From an optimization exercise on the open Yosys and OpenROAD flow, aimed at small area; shortcuts taken in it are not production practice.
Function was checked by simulation only, so behaviour that the tests miss may differ from the original.
Power is estimated from default activity; no workload was simulated.

==> flow/design.v <==
module crc8_step (
    input  wire [7:0] crc_in,
    input  wire [7:0] data,
    output wire [7:0] crc_out
);
    reg [7:0] c;
    integer i;
    always @* begin
        c = crc_in;
        for (i = 7; i >= 0; i = i - 1) begin
            if (c[7] ^ data[i])
                c = {c[6:0], 1'b0} ^ 8'h31;
            else
                c = {c[6:0], 1'b0};
        end
    end
    assign crc_out = c;
endmodule
module frame_receiver #(
    parameter [7:0] P_PRE0 = 8'hAA,
    parameter [7:0] P_PRE1 = 8'h55,
    parameter [7:0] P_SEQ  = 8'h05,
    parameter [7:0] P_ADDR = 8'h10
) (
    input  wire       clk,
    input  wire       rst,
    input  wire       rearm,
    input  wire       rx_valid,
    input  wire [7:0] rx_data,
    output wire       rx_ready,
    input  wire [7:0] pl_idx,
    output wire [2:0] state,
    output wire [4:0] flags,
    output wire [7:0] len,
    output wire [7:0] pl_len,
    output reg  [7:0] opcode,
    output wire [7:0] pl_data
);
    localparam [2:0] S_PRE   = 3'd0,
                     S_LEN   = 3'd1,
                     S_SEQ   = 3'd2,
                     S_ADDR  = 3'd3,
                     S_ACC   = 3'd4,
                     S_DONE  = 3'd5,
                     S_FAULT = 3'd6;
    localparam F_PRE = 0, F_LEN = 1, F_SEQ = 2, F_ADDR = 3, F_CRC = 4;
    localparam integer NPL = 249;   
    reg [2:0] rx_state;
    reg       got0;       
    reg [7:0] cnt;        
    reg [7:0] rx_len;
    reg [7:0] rx_crc;
    reg [4:0] rx_flags;
    assign rx_ready = ~rst & ~rx_state[2] | ~rst & (rx_state == S_ACC);
    wire accept = rx_valid & rx_ready;
    wire [7:0] crc_next;
    crc8_step u_crc (.crc_in(rx_crc), .data(rx_data), .crc_out(crc_next));
    function [7:0] crc1;
        input [7:0] b;
        integer i;
        begin
            crc1 = 8'h00;
            for (i = 7; i >= 0; i = i - 1)
                crc1 = (crc1[7] ^ b[i]) ? ({crc1[6:0], 1'b0} ^ 8'h31) : {crc1[6:0], 1'b0};
        end
    endfunction
    localparam [7:0] CRC_PRE0 = crc1(P_PRE0);
    assign pl_len = rx_len - 8'd4;
    wire is_op     = &cnt;
    wire last_byte = (cnt == pl_len);
    wire in_acc    = (rx_state == S_ACC);
    wire shift     = accept & in_acc & ~last_byte;
    wire shift_n   = ~shift;
    wire [NPL-1:0] rd_sel;
    genvar b;
    generate
        for (b = 0; b < 8; b = b + 1) begin : g_col
            reg  [NPL-1:0] col;
            wire [NPL-1:0] col_nxt;
            sr_hold #(.N(NPL)) u_hold (
                .q(col), .d({col[NPL-2:0], rx_data[b]}),
                .en(shift), .en_n(shift_n), .y(col_nxt));
            always @(posedge clk)
                col <= col_nxt;
            wire [NPL/3-1:0] grp_n;
            rd_leaves #(.NPL(NPL)) u_leaves (.d(col), .sel(rd_sel), .y_n(grp_n));
            rd_or_tree u_or (.a_n(grp_n), .y(pl_data[b]));
        end
    endgenerate
    always @(posedge clk) begin
        if (accept & in_acc & is_op)
            opcode <= rx_data;
    end
    always @(posedge clk) begin
        if (rst || rearm) begin
            rx_state <= S_PRE;
            got0     <= 1'b0;
            cnt      <= 8'hFF;
            rx_len   <= 8'd0;
            rx_crc   <= 8'd0;
            rx_flags <= 5'd0;
        end else if (accept) begin
            if (!(in_acc && last_byte))
                rx_crc <= crc_next;
            case (rx_state)
                S_PRE: begin
                    got0 <= 1'b1;
                    if (got0) begin
                        if (rx_crc == CRC_PRE0 && rx_data == P_PRE1) begin
                            rx_state <= S_LEN;
                        end else begin
                            rx_state        <= S_FAULT;
                            rx_flags[F_PRE] <= 1'b1;
                        end
                    end
                end
                S_LEN: begin
                    rx_len <= rx_data;
                    if (rx_data >= 8'd4 && rx_data <= 8'd253) begin
                        rx_state <= S_SEQ;
                    end else begin
                        rx_state        <= S_FAULT;
                        rx_flags[F_LEN] <= 1'b1;
                    end
                end
                S_SEQ: begin
                    if (rx_data == P_SEQ) begin
                        rx_state <= S_ADDR;
                    end else begin
                        rx_state        <= S_FAULT;
                        rx_flags[F_SEQ] <= 1'b1;
                    end
                end
                S_ADDR: begin
                    if (rx_data == P_ADDR) begin
                        rx_state <= S_ACC;
                    end else begin
                        rx_state         <= S_FAULT;
                        rx_flags[F_ADDR] <= 1'b1;
                    end
                end
                S_ACC: begin
                    cnt <= cnt + 8'd1;
                    if (last_byte) begin
                        if (rx_data == rx_crc) begin
                            rx_state <= S_DONE;
                        end else begin
                            rx_state        <= S_FAULT;
                            rx_flags[F_CRC] <= 1'b1;
                        end
                    end
                end
                default: ;
            endcase
        end
    end
    wire [7:0] rd_pos = pl_len + ~pl_idx;
    assign state   = rx_state;
    assign flags   = rx_flags;
    assign len     = rx_len;
    rd_decode u_dec (.pos(rd_pos), .sel(rd_sel));
endmodule
module rd_decode #(
    parameter integer N = 249
) (
    input  wire [7:0]   pos,
    output wire [N-1:0] sel
);
    wire [15:0] hi_n, lo_n;
    rd_pre4 u_hi (.a(pos[7:4]), .y_n(hi_n));
    rd_pre4 u_lo (.a(pos[3:0]), .y_n(lo_n));
    genvar k;
    generate
        for (k = 0; k < N; k = k + 1) begin : g_sel
            rd_nor2 u_sel (.a(hi_n[k / 16]), .b(lo_n[k % 16]), .y(sel[k]));
        end
    endgenerate
endmodule
module rd_pre4 (
    input  wire [3:0]  a,
    output wire [15:0] y_n
);
    genvar k;
    generate
        for (k = 0; k < 16; k = k + 1) begin : g_k
            assign y_n[k] = ~(a == k);
        end
    endgenerate
endmodule
module rd_nor2 (
    input  wire a, b,
    output wire y
);
    assign y = ~(a | b);
endmodule
module rd_leaves #(
    parameter integer NPL = 249
) (
    input  wire [NPL-1:0]   d,
    input  wire [NPL-1:0]   sel,
    output wire [NPL/3-1:0] y_n
);
    wire [NPL-1:0] t = d & sel;
    genvar m;
    generate
        for (m = 0; m < NPL / 3; m = m + 1) begin : g_m
            assign y_n[m] = ~|t[3*m +: 3];
        end
    endgenerate
endmodule
module rd_or_tree (
    input  wire [82:0] a_n,
    output wire        y
);
    wire l0_0;
    g_nand4 u_l0_0 (.a(a_n[0]), .b(a_n[1]), .c(a_n[2]), .d(a_n[3]), .y(l0_0));
    wire l0_1;
    g_nand4 u_l0_1 (.a(a_n[4]), .b(a_n[5]), .c(a_n[6]), .d(a_n[7]), .y(l0_1));
    wire l0_2;
    g_nand4 u_l0_2 (.a(a_n[8]), .b(a_n[9]), .c(a_n[10]), .d(a_n[11]), .y(l0_2));
    wire l0_3;
    g_nand4 u_l0_3 (.a(a_n[12]), .b(a_n[13]), .c(a_n[14]), .d(a_n[15]), .y(l0_3));
    wire l0_4;
    g_nand4 u_l0_4 (.a(a_n[16]), .b(a_n[17]), .c(a_n[18]), .d(a_n[19]), .y(l0_4));
    wire l0_5;
    g_nand4 u_l0_5 (.a(a_n[20]), .b(a_n[21]), .c(a_n[22]), .d(a_n[23]), .y(l0_5));
    wire l0_6;
    g_nand4 u_l0_6 (.a(a_n[24]), .b(a_n[25]), .c(a_n[26]), .d(a_n[27]), .y(l0_6));
    wire l0_7;
    g_nand4 u_l0_7 (.a(a_n[28]), .b(a_n[29]), .c(a_n[30]), .d(a_n[31]), .y(l0_7));
    wire l0_8;
    g_nand4 u_l0_8 (.a(a_n[32]), .b(a_n[33]), .c(a_n[34]), .d(a_n[35]), .y(l0_8));
    wire l0_9;
    g_nand4 u_l0_9 (.a(a_n[36]), .b(a_n[37]), .c(a_n[38]), .d(a_n[39]), .y(l0_9));
    wire l0_10;
    g_nand4 u_l0_10 (.a(a_n[40]), .b(a_n[41]), .c(a_n[42]), .d(a_n[43]), .y(l0_10));
    wire l0_11;
    g_nand4 u_l0_11 (.a(a_n[44]), .b(a_n[45]), .c(a_n[46]), .d(a_n[47]), .y(l0_11));
    wire l0_12;
    g_nand4 u_l0_12 (.a(a_n[48]), .b(a_n[49]), .c(a_n[50]), .d(a_n[51]), .y(l0_12));
    wire l0_13;
    g_nand4 u_l0_13 (.a(a_n[52]), .b(a_n[53]), .c(a_n[54]), .d(a_n[55]), .y(l0_13));
    wire l0_14;
    g_nand4 u_l0_14 (.a(a_n[56]), .b(a_n[57]), .c(a_n[58]), .d(a_n[59]), .y(l0_14));
    wire l0_15;
    g_nand4 u_l0_15 (.a(a_n[60]), .b(a_n[61]), .c(a_n[62]), .d(a_n[63]), .y(l0_15));
    wire l0_16;
    g_nand4 u_l0_16 (.a(a_n[64]), .b(a_n[65]), .c(a_n[66]), .d(a_n[67]), .y(l0_16));
    wire l0_17;
    g_nand4 u_l0_17 (.a(a_n[68]), .b(a_n[69]), .c(a_n[70]), .d(a_n[71]), .y(l0_17));
    wire l0_18;
    g_nand4 u_l0_18 (.a(a_n[72]), .b(a_n[73]), .c(a_n[74]), .d(a_n[75]), .y(l0_18));
    wire l0_19;
    g_nand4 u_l0_19 (.a(a_n[76]), .b(a_n[77]), .c(a_n[78]), .d(a_n[79]), .y(l0_19));
    wire l0_20;
    g_nand3 u_l0_20 (.a(a_n[80]), .b(a_n[81]), .c(a_n[82]), .y(l0_20));
    wire l1_0;
    g_nor4 u_l1_0 (.a(l0_0), .b(l0_1), .c(l0_2), .d(l0_3), .y(l1_0));
    wire l1_1;
    g_nor4 u_l1_1 (.a(l0_4), .b(l0_5), .c(l0_6), .d(l0_7), .y(l1_1));
    wire l1_2;
    g_nor4 u_l1_2 (.a(l0_8), .b(l0_9), .c(l0_10), .d(l0_11), .y(l1_2));
    wire l1_3;
    g_nor3 u_l1_3 (.a(l0_12), .b(l0_13), .c(l0_14), .y(l1_3));
    wire l1_4;
    g_nor3 u_l1_4 (.a(l0_15), .b(l0_16), .c(l0_17), .y(l1_4));
    wire l1_5;
    g_nor3 u_l1_5 (.a(l0_18), .b(l0_19), .c(l0_20), .y(l1_5));
    wire l2_0;
    g_nand3 u_l2_0 (.a(l1_0), .b(l1_1), .c(l1_2), .y(l2_0));
    wire l2_1;
    g_nand3 u_l2_1 (.a(l1_3), .b(l1_4), .c(l1_5), .y(l2_1));
    wire y_i;
    g_or2 u_y_i (.a(l2_0), .b(l2_1), .y(y_i));
    assign y = y_i;
endmodule
module g_nand4 (input wire a, b, c, d, output wire y); assign y = ~(a & b & c & d); endmodule
module g_nand3 (input wire a, b, c, output wire y); assign y = ~(a & b & c); endmodule
module g_nand2 (input wire a, b, output wire y); assign y = ~(a & b); endmodule
module g_nor4 (input wire a, b, c, d, output wire y); assign y = ~(a | b | c | d); endmodule
module g_nor3 (input wire a, b, c, output wire y); assign y = ~(a | b | c); endmodule
module g_nor2 (input wire a, b, output wire y); assign y = ~(a | b); endmodule
module g_or4 (input wire a, b, c, d, output wire y); assign y = a | b | c | d; endmodule
module g_or3 (input wire a, b, c, output wire y); assign y = a | b | c; endmodule
module g_or2 (input wire a, b, output wire y); assign y = a | b; endmodule
module g_inv (input wire a, output wire y); assign y = ~a; endmodule
module sr_hold #(
    parameter integer N = 249
) (
    input  wire [N-1:0] q,
    input  wire [N-1:0] d,
    input  wire         en,
    input  wire         en_n,
    output wire [N-1:0] y
);
    assign y = (q & {N{en_n}}) | (d & {N{en}});
endmodule
module dispatcher #(
    parameter [7:0] P_OPC_GCODE = 8'h01
) (
    input  wire       clk,
    input  wire       rst,
    input  wire       fr_complete,
    input  wire       fr_faulted,
    input  wire [4:0] fr_flags,
    input  wire [7:0] fr_opcode,
    input  wire       gc_done,
    input  wire [2:0] gc_flags,
    output wire       rearm,
    output reg        gc_start,
    output reg        res_valid,
    output reg  [1:0] res_code,
    output wire [9:0] res_flags
);
    reg       waiting;
    reg [2:0] rf_gc;
    reg       rf_unk;
    reg [4:0] rf_fr;
    wire is_gcode = (fr_opcode == P_OPC_GCODE);
    wire r_fault  = ~waiting & fr_faulted;
    wire r_unk    = ~waiting & fr_complete & ~is_gcode;
    wire r_gc     = waiting & gc_done;
    assign rearm = ~rst & (r_fault | r_unk | r_gc);
    always @(posedge clk) begin
        if (rst) begin
            waiting   <= 1'b0;
            gc_start  <= 1'b0;
            res_valid <= 1'b0;
            res_code  <= 2'd0;
            rf_gc     <= 3'd0;
            rf_unk    <= 1'b0;
            rf_fr     <= 5'd0;
        end else begin
            gc_start  <= ~waiting & fr_complete & is_gcode;
            res_valid <= r_fault | r_unk | r_gc;
            if (~waiting & fr_complete & is_gcode)
                waiting <= 1'b1;
            else if (r_gc)
                waiting <= 1'b0;
            if (r_fault | r_unk | r_gc) begin
                res_code[0] <= r_fault | (r_gc & (gc_flags != 3'b000));
                res_code[1] <= r_unk   | (r_gc & (gc_flags != 3'b000));
                rf_gc       <= r_gc ? gc_flags : 3'd0;
                rf_unk      <= r_unk;
                rf_fr       <= r_fault ? fr_flags : 5'd0;
            end
        end
    end
    assign res_flags = {rf_gc, rf_unk, 1'b0, rf_fr};
endmodule
module frame_frontend (
    input  wire       clk,
    input  wire       rst,
    input  wire       rx_valid,
    input  wire [7:0] rx_data,
    output wire       rx_ready,
    output wire [2:0] fr_state,
    output wire       fr_complete,
    output wire       fr_faulted,
    output wire [5:0] fr_flags,
    output wire [7:0] fr_opcode,
    output wire [7:0] fr_len,
    output wire [7:0] pl_len,
    input  wire [7:0] pl_idx,
    output wire [7:0] pl_data,
    output wire       gc_start,
    input  wire       gc_done,
    input  wire [2:0] gc_flags,
    output wire       res_valid,
    output wire [1:0] res_code,
    output wire [9:0] res_flags
);
    localparam [7:0] P_PRE0      = 8'hAA;
    localparam [7:0] P_PRE1      = 8'h55;
    localparam [7:0] P_SEQ       = 8'h05;
    localparam [7:0] P_ADDR      = 8'h10;
    localparam [7:0] P_OPC_GCODE = 8'h01;
    wire rearm;
    wire [4:0] flags;
    frame_receiver #(
        .P_PRE0(P_PRE0), .P_PRE1(P_PRE1), .P_SEQ(P_SEQ), .P_ADDR(P_ADDR)
    ) u_rx (
        .clk(clk), .rst(rst), .rearm(rearm),
        .rx_valid(rx_valid), .rx_data(rx_data), .rx_ready(rx_ready),
        .pl_idx(pl_idx),
        .state(fr_state), .flags(flags), .len(fr_len), .pl_len(pl_len),
        .opcode(fr_opcode), .pl_data(pl_data)
    );
    assign fr_flags    = {1'b0, flags};
    assign fr_complete = (fr_state == 3'd5);
    assign fr_faulted  = (fr_state == 3'd6);
    dispatcher #(.P_OPC_GCODE(P_OPC_GCODE)) u_dp (
        .clk(clk), .rst(rst),
        .fr_complete(fr_complete), .fr_faulted(fr_faulted),
        .fr_flags(flags), .fr_opcode(fr_opcode),
        .gc_done(gc_done), .gc_flags(gc_flags),
        .rearm(rearm),
        .gc_start(gc_start), .res_valid(res_valid),
        .res_code(res_code), .res_flags(res_flags)
    );
endmodule
==> flow/flow/run.sh <==
#!/bin/bash
# Standard layout, with two changes picked through environment variables
# that ORFS reads: a clock tree of small clock buffers in small clusters,
# without dummy loads, and buf_2 as the port buffer.
set -euo pipefail
export CTS_ARGS="-sink_clustering_enable -repair_clock_nets -dont_use_dummy_load -buf_list sky130_fd_sc_hd__clkbuf_4 -sink_clustering_size 8 -sink_clustering_max_diameter 50"
export BUFFER_PORTS_ARGS="-buffer_cell sky130_fd_sc_hd__buf_2"
bash standard.sh > standard.log 2>&1
==> flow/standard.sh <==
#!/bin/bash
# synth_recipe.tcl (not shown) runs the flow's synth.tcl, then flattens the netlist and writes it again
# the make line also repeats each setting of config.mk as NAME=value (left out here)
make -C /OpenROAD-flow-scripts/flow DESIGN_CONFIG=/design/flow/config.mk WORK_HOME=/design/flow/orfs CLKGATE_MAP_FILE= SYNTH_SCRIPT=/design/flow/synth_recipe.tcl "${@:-finish}"
==> flow/config.mk <==
export PLATFORM = sky130hd
export DESIGN_NAME = frame_frontend
export DESIGN_NICKNAME = frame_frontend
export VERILOG_FILES = /design/flow/design.v
export SDC_FILE = /design/flow/constraint.sdc
export NUM_CORES = 4
export LEC_CHECK = 0
export CAP_MARGIN = 20
export CORE_MARGIN = 2
export CORE_UTILIZATION = 55
export PLACE_DENSITY = 0.65
export SLEW_MARGIN = 20
export SYNTH_HIERARCHICAL = 1
export SYNTH_MINIMUM_KEEP_SIZE = 0
==> flow/constraint.sdc <==
create_clock -name core_clock -period 10.0 [get_ports {clk}]
set_input_delay 2.0000 -clock core_clock [delete_from_list [all_inputs] [get_ports {clk}]]
set_output_delay 2.0000 -clock core_clock [all_outputs]
set_load 0.01 [all_outputs]
==> run summary <==
-- metrics by stage --
| stage | util, % | power (W) | instances |
|---|---|---|---|
| CTS | 56.1 | 0.0128 | 7744 |
| global placement | 54.3 | 0.00878 | 7432 |
| global route | 56.2 | 0.0132 | 7754 |
| finish | 56.2 | 0.0127 | 7755 |
| floorplan | - | 0.00871 | 5979 |
| detailed placement | 54.4 | 0.00880 | 7437 |
-- area by class of cell --
class / count / area (um2)
Antenna cell: 9 / 22.5
Clock buffer: 307 / 2300
Fill cell: 11678 / 59400
Inverter: 16 / 67.6
Multi-Input combinational cell: 3441 / 29200
Sequential cell: 2047 / 41100
Tap cell: 1781 / 2230
Timing Repair Buffer: 154 / 1280
-- power groups by stage --
stage	sequential, W	combinational (W)	clock [W]
2_1_floorplan	0.00840	0.000307	0
3_3_place_gp	0.00841	0.000373	0
3_5_place_dp	0.00841	0.000394	0
4_1_cts	0.00822	0.000396	0.00421
5_1_grt	0.00823	0.000424	0.00454
6_report	0.00822	0.000402	0.00407
-- worst max-delay path by stage --
| stage | startpoint | to | slack, ps | cells after the start |
|---|---|---|---|---|
| floorplan | pl_idx[0] | pl_data[0] | 2620 | 16 |
| global placement | pl_idx[1] | pl_data[7] | -7 | 17 |
| detailed placement | pl_idx[1] | pl_data[1] | 440 | 19 |
| CTS | u_rx.rx_len[2] | pl_data[1] | 350 | 17 |
| global route | u_rx.rx_len[2] | pl_data[0] | 90 | 16 |
| finish | pl_idx[1] | pl_data[7] | 190 | 18 |
-- sequential cells by signal, indices dropped and copies added (netlist names) --
register,cells
u_dp.res_code,2
u_rx.rx_state,3
u_rx.rx_len,8
u_dp.res_valid,1
u_rx.cnt,8
u_dp.rf_gc,3
u_dp.gc_start,1
u_rx.rx_crc,8
u_rx.g_col.col,1992
u_rx.got0,1
u_dp.rf_fr,5
u_dp.rf_unk,1
u_rx.rx_flags,5
u_rx.opcode,8
u_dp.waiting,1
-- cells by family after synthesis --
group	after synthesis	share of synthesized area, %
DFF	2047	54.7
other	2	0.0100
AOI/OAI and AO/OA	2716	32.7
and+or+nand+nor	648	4.93
xor gates and xnor gates	54	0.746
buffers and inverters	491	6.54
muxes	11	0.152
adders and majority gates	10	0.177
-- per-module statistics from Yosys, one instance, submodules excluded, excerpt --
module,times used,area (um2),cells
g_nor4,24,12.5,1
frame_frontend,1,28.8,4
g_nand4,160,6.26,1
g_nor3,24,10.0,1
g_or2,8,6.26,1
rd_nor2,249,3.75,1
-- worst max-delay path, stage by stage --
cell,delay [ps]
buf_2,80
inv_1,60
ha_1,290
a21o_1,160
a21oi_1,240
nor2b_1,80
o21a_1,180
o41ai_1,700
xnor2_4,380
buf_16,240
nand4bb_1,620
nor2_1,370
a222oi_1,590
nand4_1,270
nor4_2,640
nand3_1,240
or2_1,420
buf_2,210
-- Yosys cell counts (7+ instances only) --
cell type	n	area, um2
nor2_1	276	1040
inv_1	16	60.1
buf_2	57	285
a21oi_1	14	70.1
nand3b_1	10	75.1
mux2i_1	10	100
xor2_1	22	193
dfxtp_1	2039	40800
a22o_1	1992	17400
clkbuf_1	14	52.6
edfxtp_1	8	240
nand3_1	34	170
o21ai_2	8	70.1
nor4_1	7	43.8
xnor2_1	25	219
ha_1	9	113
nor3_2	25	250
buf_6	395	4450
o21ai_0	12	60.1
nand2_1	28	105
nand4b_1	11	96.3
nand4bb_1	12	135
or2_1	8	50.1
nand4_1	165	1030
a222oi_1	664	6650
nor4_2	25	313
-- metal layers --
metal	share of wire, %	track usage (%)	wire (um)	up-vias
met4	2.8	9.08	5620	4
li1	-	-	-	25131
met5	0.014	0	27	-
met3	7.8	4.74	15300	410
met1	46	40.3	91500	27604
met2	43	38.6	84700	2305
==> out/metrics.yaml <==
status: "timing/DRC/antenna clean"
mappedNetlistNets: 6012
reg2reg_slack_ps: 4510
relSlewSlack_pct: 16.8
drt-initial-drc-count: 9218
antenna_found_initial: 6
hold_slack_ps: 442
die_area_um2: 139000
r2r_start: "u_rx.rx_len[2]"
worstPathMaxFanout: 16
whs_path_depth: 1
routed_via_density: 7.15
dominantRegCellSynth: "dfxtp_1"
synthToLayoutAreaGrowth_pct: 1.49
drive_gt1_share_pct: 9.34
place.gp.congestion: 0.848
mostFrequentLayoutCells: "dfxtp_1 (2,039), a22o_1 (1,992), a222oi_1 (664), clkbuf_4 (307), nor2_1 (275)"
sw_frac_of_total_pct: 23.3
yosysSeqAreaShare_pct: 54.7
first_global_vias: 50479
ys_seq_elements: 2047
slew_viol_final: 0
start_util_pct: 55.4
die_height_um: 373
crit_required_ps: 8000
rsz0062_at_grt: "false"
htreeDepth: 5
fin_crit_sh_pct: 98.1
ys.warnings.count: 9
core_um2: 135000
grt_max_degree: 267
holdCritPathClass: "flip-flop to flip-flop"
postCtsHoldBufs: 0
p_int_w: 0.00973
grt_first_pass_wirelength_mm: 303
async_flop_share_pct: 0
numCtsBuffers: 307
post_cts_buffers: 0
synth_edf_count: 8
max_freq_mhz: 102
fin_crit_ps: 9810
final_area_um2: 76100
ff2ff_path_depth: 11
grt_remaining_overflow: 0
netlist_area_um2: 75000
min_from: "u_rx.g_col[2].col[8]"
syn_avg_cell_area_um2: 12.5
p_per_area_nw_per_um2: 167
worst_pin_slew_ps: 1240
grt_use_total_pct: 26.8
placed_area_um2: 73800
cts_max_path_buffers: 4
rows: 135
cts_resized: 0
vias: 55454
worstReg2RegEnd: "u_rx.g_col[0].col[213]"
place_ws_ps: 442
wl_per_cell_um: 25.4
synth_cell_type_count: 69
portBuffers: 78
power.switching_w: 0.00296
synthCells: 5979
cellLeakagePower_nw: 27.8
cp-start-kind: "input port"
arrival_ps: 7810
p_comb_share_pct: 3.2
route.detailed.drc: 0
cts_sinks: 2047
p_seq_share_pct: 64.8
clk_pin_slew_ps: 80
maxCapViolations: 0
worst_slack_ps: 194
peakVddDrop_mv: 0.135
final_common_cell: "dfxtp_1"
pwr-share-clk_pct: 32.1
nets: 6000
holdPathEnd: "u_rx.g_col[2].col[9]"
clk_latency_ps: 1300
ios: 81
fp.dieW_um: 373
hold_viol_final: 0
drt_pass1_iterations: 14
dp_hpwl_mm: 125
fin_skew_ps: 91.0
fin_tns_setup_ps: 0
cts_root_buf: "clkbuf_4"
setup.worst_path.class: "input port to primary output"
routed_wl_mm: 197
setup_violations: 0
ant_nets: 0
cts_tree: "done"
worst_setup_path_end_kind: "primary output"

afterwards: timing with drivers on the ports:
The results above use ideal ports. As a check the final layout listed here was re-extracted and re-timed, cells and wires unchanged. Step 1 sets driving cells, clkbuf_16 on the clock port and buf_2 on the other inputs (assumed; they add their load-dependent delay and slew). Step 2 also shifts input and output timing later by t, the mid clock arrival at the registers, as if the neighbouring blocks saw the same clock. a / b / c = ideal ports / drivers / drivers and shift; a / b = the first two.
t, ns: 1.320
setup WS [ns]: 0.194 / 0.163 / 0.163
pins driven straight from the clock port: 1
After both steps setup and hold are still met in this run. For this run, drivers alone change the setup slack by -0.031 ns; drivers and shift together by -0.031 ns.
